What follows belongs to an exercise in optimizing a design on an open flow for small area, a short achievable clock period and few clock cycles; a production flow would make more cautious choices.
RTL that was checked went through simulation tests only; none was proved equivalent to the original.
The flow treats the clock pin as an ideal source. Dropping or thinning the clock tree relies on that and would not hold on a real chip.
Power figures rest on the tool's default switching activity, not on a simulated workload.

== run 1 ==
// rle_export
module rle_export (
    input  wire        clk,
    input  wire        rst,         
    input  wire        start,
    input  wire [15:0] cfg_w,
    input  wire [15:0] cfg_h,
    input  wire [15:0] cfg_tilew,
    input  wire [4:0]  cfg_levels,
    input  wire        cfg_invert,
    output wire        busy,
    output wire        done,
    output reg  [7:0]  errcode,
    input  wire        pix_valid,
    output wire        pix_ready,
    input  wire [23:0] pix_rgb,
    output reg         out_valid,
    input  wire        out_ready,
    output reg  [7:0]  out_byte,
    output reg         out_last
);
For scale: about 100 I/O pins.
==> flow/config.mk <==
export PLATFORM = sky130hd
export DESIGN_NAME = rle_export
export DESIGN_NICKNAME = rle_export
export VERILOG_FILES = /design/flow/design.v
export SDC_FILE = /design/flow/constraint.sdc
export NUM_CORES = 4
export LEC_CHECK = 0
export ABC_AREA = 1
export CAP_MARGIN = 20
export CORE_MARGIN = 2
export CORE_UTILIZATION = 40
export CTS_BUF_LIST = sky130_fd_sc_hd__clkbuf_8
export PLACE_DENSITY = 0.6
export SLEW_MARGIN = 20
==> flow/constraint.sdc <==
create_clock -name core_clock -period 23.0 [get_ports {clk}]
set_input_delay 4.6000 -clock core_clock [delete_from_list [all_inputs] [get_ports {clk}]]
set_output_delay 4.6000 -clock core_clock [all_outputs]
set_load 0.01 [all_outputs]
standard.sh (not shown) runs the stock make flow with config.mk's settings and CLKGATE_MAP_FILE= SYNTH_SCRIPT=/design/flow/synth_recipe.tcl, a recipe that flattens the netlist after the stock synthesis.
==> flow/flow/run.sh <==
#!/bin/bash
# The standard layout, with the port buffers made of buf_2 cells instead
# of the slow default buffer that buffer_ports picks, and timing repair
# aiming for more setup slack than the clock period needs.
set -euo pipefail
export BUFFER_PORTS_ARGS="-buffer_cell sky130_fd_sc_hd__buf_2"
export SETUP_SLACK_MARGIN=17.35
bash standard.sh > standard.log 2>&1
Run 1 ended with every stage complete and zero timing, DRC or antenna violations.
Changes in run 2 relative to run 1:
- removing CTS_BUF_LIST (formerly sky130_fd_sc_hd__clkbuf_8)
- changing PLACE_DENSITY from 0.6 to 0.7
- changing CORE_UTILIZATION from 40 to 60
- setting CTS_CLUSTER_DIAMETER to 150 for the first time
- setting CTS_CLUSTER_SIZE to 50 for the first time
-- flow/flow/run.sh --
<<< run 1, line 6
export BUFFER_PORTS_ARGS="-buffer_cell sky130_fd_sc_hd__buf_2"
export SETUP_SLACK_MARGIN=17.35
bash standard.sh > standard.log 2>&1
>>> run 2, line 6
export BUFFER_PORTS_ARGS="-buffer_cell sky130_fd_sc_hd__buf_2"
export SETUP_SLACK_MARGIN=17.5
export MATCH_CELL_FOOTPRINT=0
bash standard.sh > standard.log 2>&1
--- outcome ---
Run 1 ended up with busy_r as its worst setup path startpoint; run 2 ended up with cfg_levels[2]. Lower areal power density over the cells goes to run 1 over run 2. [compare] base=run 1 new=run 2: final design instance area without fill increased by 120 um^2 relative to the old numbers; number of nets at the end of the flow closely matched the old numbers.
## Diff of input files: run 3 against run 2
- PLACE_DENSITY changed from 0.7 to 0.6
- CTS_CLUSTER_DIAMETER removed (was 150)
- CORE_UTILIZATION changed from 60 to 40
- CTS_CLUSTER_SIZE removed (was 50)
-- flow/flow/run.sh --
<<< run 2, line 6
export BUFFER_PORTS_ARGS="-buffer_cell sky130_fd_sc_hd__buf_2"
export SETUP_SLACK_MARGIN=17.5
export MATCH_CELL_FOOTPRINT=0
bash standard.sh > standard.log 2>&1
>>> run 3, line 6
export BUFFER_PORTS_ARGS="-buffer_cell sky130_fd_sc_hd__buf_2"
export SETUP_SLACK_MARGIN=17.35
bash standard.sh > standard.log 2>&1
## What came out
Run 3 ended with every stage complete and zero timing, DRC or antenna violations.
Total wire length: run 3 > run 2
Compared with run 2, in run 3 signal arrival time at the worst endpoint down 0.32 ns, area enclosed by the die boundary now larger, total power draw went down 0.020 mW.
From run 2 to run 3 the numbers moved as follows: proportion of power drawn by combinational gates now sits lower; final cell count now sits higher; antenna diode count now larger; core area increased by 8300 um^2 relative to the old numbers.
Looking at source of the critical timing path, the pix_valid result is from run 3; the cfg_levels[2] one comes from run 2.
Looking at worst setup slack, run 3 sits above run 2.
Run 2 → run 3: share of async-settable or async-resettable flops after synthesis comparable, number of cells on the critical path now smaller.
No functional check of the RTL was part of any run of this note.

========
rle_export, a different RTL version from the one above (not shown whole).
Size: about 1100 cells after synthesis, ~160 flip-flops, about 100 I/O pins, roughly 0.0099 mm2 of cells after synthesis.
Settings: LEC_CHECK=0, ABC_AREA=1, CAP_MARGIN=20, CORE_MARGIN=2, CORE_UTILIZATION=40, CTS_BUF_LIST=sky130_fd_sc_hd__clkbuf_8, PLACE_DENSITY=0.6, SLEW_MARGIN=20; clock period 23.0 ns.
==> flow/flow/run.sh <==
#!/bin/bash
# The standard layout, with the port buffers made of buf_2 cells instead
# of the slow default buffer that buffer_ports picks, and timing repair
# aiming for more setup slack than the clock period needs.
set -euo pipefail
export BUFFER_PORTS_ARGS="-buffer_cell sky130_fd_sc_hd__buf_2"
export SETUP_SLACK_MARGIN=17.6
bash standard.sh > standard.log 2>&1
The first run finished clean.
==> next run, changes <==
--- a/flow/flow/run.sh
+++ b/flow/flow/run.sh
@@ -5,4 +5,4 @@
 set -euo pipefail
 export BUFFER_PORTS_ARGS="-buffer_cell sky130_fd_sc_hd__buf_2"
-export SETUP_SLACK_MARGIN=17.6
+export SETUP_SLACK_MARGIN=17.35
 bash standard.sh > standard.log 2>&1
The changed run went through all stages and came out clean.
Area after synthesis stays the same.
Setup slack gains 8.5 ps.
Power goes up slightly.
Design area goes down slightly.
Non-clock buffer count goes down by 17.
Clock skew goes up by 3.6 ps.
Sequential power goes down slightly.
No run of this note included a check of the RTL's function; only the layout flow was run.

========
rle_export, a different RTL version from the one above (not shown whole).
For scale: ~0.0095 sq mm of cells after synthesis.
Settings: LEC_CHECK=0, ABC_AREA=1, CAP_MARGIN=20, CORE_MARGIN=2, CORE_UTILIZATION=40, CTS_BUF_LIST=sky130_fd_sc_hd__clkbuf_8, PLACE_DENSITY=0.6, SLEW_MARGIN=20; clock period 23.0 ns.
==> flow/flow/run.sh <==
#!/bin/bash
# The standard layout, with the port buffers made of buf_1 cells instead
# of the slow default buffer that buffer_ports picks, and timing repair
# aiming for more setup slack than the clock period needs.
set -euo pipefail
export BUFFER_PORTS_ARGS="-buffer_cell sky130_fd_sc_hd__buf_1"
export SETUP_SLACK_MARGIN=17.35
bash standard.sh > standard.log 2>&1
The starting point finished clean.
Testbench counts at the start, summed over its fixed seeds: cycles 64,768.
Rerun with:
--- a/flow/flow/run.sh
+++ b/flow/flow/run.sh
@@ -2 +2 @@
-# The standard layout, with the port buffers made of buf_1 cells instead
+# The standard layout, with the port buffers made of buf_2 cells instead
@@ -6 +6 @@
-export BUFFER_PORTS_ARGS="-buffer_cell sky130_fd_sc_hd__buf_1"
+export BUFFER_PORTS_ARGS="-buffer_cell sky130_fd_sc_hd__buf_2"
Effect: Wire length drops slightly. Global-route usage stays flat. Worst setup slack barely changes. Register-to-register slack stays flat. Total power increases slightly. Final cell count stays the same. Critical path depth stays the same.

========
== try-xenon ==
Starting RTL as in the previous note.
export LEC_CHECK = 0
export ABC_AREA = 1
export CAP_MARGIN = 20
export CORE_MARGIN = 2
export CORE_UTILIZATION = 40
export CTS_BUF_LIST = sky130_fd_sc_hd__clkbuf_8
export PLACE_DENSITY = 0.75
export SLEW_MARGIN = 20
create_clock -name core_clock -period 23.0 [get_ports {clk}]
==> flow/flow/run.sh <==
#!/bin/bash
# The standard layout with four changes in how it is made:
#  - synthesis is the standard synthesis script, run with ORFS's scripts
#    except for ABC's area script (flow/abc_area.script, an area-recovering
#    mapping); registers are mapped before ABC runs, so they are the same;
#  - the port buffers are buf_1 cells (repair upsizes the ones on critical
#    paths) instead of the slow default buffer that buffer_ports picks;
#  - timing repair aims for more setup slack than the clock period needs;
#  - the clock tree is a balanced two-level tree built by flow/cts_manual.tcl
#    in place of TritonCTS (the clock port drives 4 buffers).
set -euo pipefail
export BUFFER_PORTS_ARGS="-buffer_cell sky130_fd_sc_hd__buf_1"
export SETUP_SLACK_MARGIN=17.6
export PRE_CTS_TCL="$PWD/flow/cts_manual.tcl"
rm -rf scripts_abc
cp -r "$FLOW_HOME/scripts" scripts_abc
cp flow/abc_area.script scripts_abc/abc_area.script
SCRIPTS_DIR="$PWD/scripts_abc" bash standard.sh synth > synth.log 2>&1
bash standard.sh > standard.log 2>&1
==> flow/flow/abc_area.script <==
&get -n
&st
&dch
&nf -a
&put
topo
==> flow/flow/cts_manual.tcl <==
# Sourced by ORFS's cts.tcl before its clock_tree_synthesis call (PRE_CTS_TCL).
# Replaces TritonCTS with a shallow, balanced two-level tree: the clock port
# drives NR root buffers, each root drives a contiguous group of the NB leaf
# buffers, and each leaf buffer drives one cluster of flip-flops, the
# clusters found by capacitated k-means on the flip-flops' positions.
# All registers see the same number of buffers between the port and their
# clock pin.

set ::cts_nb 12
set ::cts_nr 4
set ::cts_leaf sky130_fd_sc_hd__clkbuf_8
set ::cts_root sky130_fd_sc_hd__clkbuf_8

proc manual_leaves {nb master_name} {
  set db [ord::get_db]
  set block [ord::get_db_block]
  set clk [$block findNet clk]
  set master [$db findMaster $master_name]
  set sinks {}
  foreach it [$clk getITerms] {
    if {[[$it getMTerm] getName] eq "CLK"} { lappend sinks $it }
  }
  set pts {}
  foreach it $sinks {
    set bb [[$it getInst] getBBox]
    lappend pts [list [expr {([$bb xMin]+[$bb xMax])/2}] [expr {([$bb yMin]+[$bb yMax])/2}]]
  }
  set n [llength $pts]
  set die [$block getDieArea]
  set W [$die dx]; set H [$die dy]
  set g [expr {int(ceil(sqrt($nb)))}]
  set rows [expr {($nb + $g - 1) / $g}]
  set cents {}
  for {set k 0} {$k < $nb} {incr k} {
    lappend cents [list [expr {($k % $g + 0.5) * $W / $g}] [expr {(int($k / $g) + 0.5) * $H / $rows}]]
  }
  set cap [expr {int(ceil(double($n) / $nb)) + 2}]
  for {set iter 0} {$iter < 30} {incr iter} {
    set pairs {}
    for {set i 0} {$i < $n} {incr i} {
      lassign [lindex $pts $i] x y
      for {set k 0} {$k < $nb} {incr k} {
        lassign [lindex $cents $k] cx cy
        lappend pairs [list [expr {abs($x-$cx)+abs($y-$cy)}] $i $k]
      }
    }
    set pairs [lsort -real -index 0 $pairs]
    set assign [lrepeat $n -1]
    set cnt [lrepeat $nb 0]
    foreach p $pairs {
      lassign $p d i k
      if {[lindex $assign $i] >= 0} continue
      if {[lindex $cnt $k] >= $cap} continue
      lset assign $i $k
      lset cnt $k [expr {[lindex $cnt $k] + 1}]
    }
    set sx [lrepeat $nb 0.0]; set sy [lrepeat $nb 0.0]
    for {set i 0} {$i < $n} {incr i} {
      set k [lindex $assign $i]
      lassign [lindex $pts $i] x y
      lset sx $k [expr {[lindex $sx $k] + $x}]
      lset sy $k [expr {[lindex $sy $k] + $y}]
    }
    for {set k 0} {$k < $nb} {incr k} {
      set c [lindex $cnt $k]
      if {$c > 0} { lset cents $k [list [expr {[lindex $sx $k]/$c}] [expr {[lindex $sy $k]/$c}]] }
    }
  }
  for {set k 0} {$k < $nb} {incr k} {
    set net [odb::dbNet_create $block "clknet_leaf_$k"]
    $net setSigType CLOCK
    set inst [odb::dbInst_create $block $master "clkbuf_leaf_$k"]
    lassign [lindex $cents $k] cx cy
    $inst setLocation [expr {int($cx)}] [expr {int($cy)}]
    $inst setPlacementStatus PLACED
    $inst setSourceType TIMING
    [$inst findITerm A] connect $clk
    [$inst findITerm X] connect $net
    set nets($k) $net
  }
  for {set i 0} {$i < $n} {incr i} {
    set it [lindex $sinks $i]
    $it disconnect
    $it connect $nets([lindex $assign $i])
  }
  puts "manual clock tree: $n sinks in $nb clusters of $cnt"
}

proc manual_roots {nr master_name} {
  set db [ord::get_db]
  set block [ord::get_db_block]
  set clk [$block findNet clk]
  set master [$db findMaster $master_name]
  set lx {}
  foreach it [$clk getITerms] {
    set bb [[$it getInst] getBBox]
    lappend lx [list [$bb xMin] [$bb yMin] $it]
  }
  set lx [lsort -integer -index 0 $lx]
  set nl [llength $lx]
  set per [expr {int(ceil(double($nl) / $nr))}]
  for {set r 0} {$r < $nr} {incr r} {
    set grp [lrange $lx [expr {$r * $per}] [expr {($r + 1) * $per - 1}]]
    if {[llength $grp] == 0} continue
    set sx 0; set sy 0
    foreach e $grp { set sx [expr {$sx + [lindex $e 0]}]; set sy [expr {$sy + [lindex $e 1]}] }
    set net [odb::dbNet_create $block "clknet_root_$r"]
    $net setSigType CLOCK
    set inst [odb::dbInst_create $block $master "clkbuf_root_$r"]
    $inst setLocation [expr {$sx / [llength $grp]}] [expr {$sy / [llength $grp]}]
    $inst setPlacementStatus PLACED
    $inst setSourceType TIMING
    [$inst findITerm A] connect $clk
    [$inst findITerm X] connect $net
    foreach e $grp { set it [lindex $e 2]; $it disconnect; $it connect $net }
  }
  puts "manual clock tree: $nl leaf buffers under $nr root buffers"
}

rename clock_tree_synthesis orfs_clock_tree_synthesis
proc clock_tree_synthesis {args} {
  global cts_nb cts_nr cts_leaf cts_root
  manual_leaves $cts_nb $cts_leaf
  manual_roots $cts_nr $cts_root
  set_propagated_clock [all_clocks]
}
Testbench counts of try-xenon, summed over its fixed seeds: cycles 64,768.
### try-xenon -> try-harbor
- a change of PLACE_DENSITY from 0.75 to 0.6
diff --git a/flow/flow/cts_manual.tcl b/flow/flow/cts_manual.tcl
--- a/flow/flow/cts_manual.tcl
+++ b/flow/flow/cts_manual.tcl
@@ -7,7 +7,7 @@
 # clock pin.
 
-set ::cts_nb 12
+set ::cts_nb 8
 set ::cts_nr 4
-set ::cts_leaf sky130_fd_sc_hd__clkbuf_8
+set ::cts_leaf sky130_fd_sc_hd__clkbuf_16
 set ::cts_root sky130_fd_sc_hd__clkbuf_8
 
Findings:
On estimated wirelength of the detail-placed design: try-harbor sits above try-xenon. Compared with try-xenon, in try-harbor met2 demand-to-capacity share in global routing up 0.60 points; share of layout cells above drive strength 1 rose 0.90 points. Delta (try-harbor minus try-xenon): sum of met3 wire segment lengths after detailed routing went down 3.4%; sequential share of layout area went down 0.54 points; fmax held; number of resized instances in the post-cts repair step went up 11; met3 track demand over resource held.
Modified inputs, try-quartz compared to try-harbor
- changing CAP_MARGIN from 20 to 0
- changing SLEW_MARGIN from 20 to 0
==> flow/flow/run.sh <==
#!/bin/bash
# The standard layout with three changes in how it is made:
#  - the port buffers are buf_1 cells (repair upsizes the ones on critical
#    paths) instead of the slow default buffer that buffer_ports picks;
#  - timing repair aims for more setup slack than the clock period needs;
#  - the clock tree is a balanced two-level tree built by flow/cts_manual.tcl
#    in place of TritonCTS (the clock port drives 4 buffers).
set -euo pipefail
export BUFFER_PORTS_ARGS="-buffer_cell sky130_fd_sc_hd__buf_1"
export SETUP_SLACK_MARGIN=17.6
export PRE_CTS_TCL="$PWD/flow/cts_manual.tcl"
bash standard.sh > standard.log 2>&1
removed: flow/flow/abc_area.script
==> comparison <==
try-quartz did not stop at any stage, and its layout met the timing, DRC and antenna checks. Cmp try-quartz and try-harbor / sequential share of layout area / lower: try-quartz. Where cell-internal power is concerned, try-harbor is outperformed by try-quartz. Number of global-route vias before repair | try-quartz above try-harbor. Diff try-harbor -> try-quartz: number of nets in the final layout climbed 196; overall power of the completed layout dropped 0.00011 W.
[inputs] try-maple vs try-quartz
- changing CAP_MARGIN from 0 to 20
- changing SLEW_MARGIN from 0 to 20
diff --git a/flow/flow/run.sh b/flow/flow/run.sh
--- a/flow/flow/run.sh
+++ b/flow/flow/run.sh
@@ -1,4 +1,7 @@
 #!/bin/bash
-# The standard layout with three changes in how it is made:
+# The standard layout with four changes in how it is made:
+#  - synthesis is the standard synthesis script, run with ORFS's scripts
+#    except for ABC's area script (flow/abc_area.script, an area-recovering
+#    mapping); registers are mapped before ABC runs, so they are the same;
 #  - the port buffers are buf_1 cells (repair upsizes the ones on critical
 #    paths) instead of the slow default buffer that buffer_ports picks;
@@ -10,3 +13,7 @@
 export SETUP_SLACK_MARGIN=17.6
 export PRE_CTS_TCL="$PWD/flow/cts_manual.tcl"
+rm -rf scripts_abc
+cp -r "$FLOW_HOME/scripts" scripts_abc
+cp flow/abc_area.script scripts_abc/abc_area.script
+SCRIPTS_DIR="$PWD/scripts_abc" bash standard.sh synth > synth.log 2>&1
 bash standard.sh > standard.log 2>&1
==> flow/flow/abc_area.script (new file) <==
&get -n
&st
&dch
&nf -a -R 1000
&put
topo
==> results.txt <==
- [try-maple] sequential share of layout area rose 1.3 points relative to try-quartz
- When try-maple is measured against try-quartz, its power turns out 17% higher.
- Having completed the whole flow, try-maple delivered a layout that passed the timing, DRC and antenna checks.
- Setup slack (try-maple over try-quartz): increase, 6.7 ps
In every run of this note, the design's own scripts or RTL, not TritonCTS, make the clock network.

-- separate check: timing with driven ports --
How much do the figures lean on ideal ports? The routed layouts below were timed once more, with nothing changed but the port constraints.
Step 1 sets driving cells, clkbuf_16 on the clock port and buf_2 on the other inputs (assumed; they add their load-dependent delay and slew).
Step 2, shift: input delay + t, output delay - t, t = (earliest + latest rising clock arrival at the registers) / 2. This alone moves slack from input paths to output paths.
Three values: ideal, step 1, step 2; two values: the first two.
| run | t (ns) | setup WS [ns] | worst hold slack (ns) | slew at the worst register clock pin (ns) | worst data-port slew with drivers (ns) |
|---|---|---|---|---|---|
| run 1 | 0.487 | 17.369 / 17.331 / 16.914 | 0.464 / 0.464 / 0.464 | 0.11 / 0.11 | 0.07 |
| run 2 | 0.469 | 17.353 / 17.358 / 16.889 | 0.455 / 0.455 / 0.455 | 0.07 / 0.07 | 0.06 |
| run 3 | 0.471 | 17.374 / 17.353 / 16.902 | 0.458 / 0.458 / 0.458 | 0.08 / 0.08 | 0.07 |
| the first run of note 2 | 0.489 | 17.308 / 17.309 / 16.820 | 0.461 / 0.461 / 0.461 | 0.10 / 0.10 | 0.06 |
| the second run of note 2 | 0.495 | 17.317 / 17.320 / 16.824 | 0.456 / 0.456 / 0.456 | 0.11 / 0.11 | 0.05 |
| the first run of note 3 | 0.496 | 17.411 / 17.373 / 17.429 | 0.459 / 0.459 / 0.459 | 0.11 / 0.11 | 0.06 |
| the second run of note 3 | 0.486 | 17.409 / 17.370 / 17.492 | 0.457 / 0.457 / 0.457 | 0.10 / 0.10 | 0.05 |
| try-xenon | 0.361 | 17.550 / 17.480 / 17.403 | 0.470 / 0.470 / 0.470 | 0.10 / 0.10 | 0.06 |
| try-harbor | 0.356 | 17.564 / 17.494 / 17.390 | 0.474 / 0.474 / 0.474 | 0.09 / 0.09 | 0.06 |
| try-quartz | 0.366 | 17.581 / 17.508 / 17.425 | 0.458 / 0.458 / 0.458 | 0.09 / 0.09 | 0.06 |
| try-maple | 0.364 | 17.588 / 17.515 / 17.456 | 0.471 / 0.471 / 0.471 | 0.09 / 0.09 | 0.05 |
After both steps setup and hold are still met in every run listed. The setup slack of the second run of note 2, which loses most, moves by +0.003 ns with the drivers and by -0.493 ns with both steps.
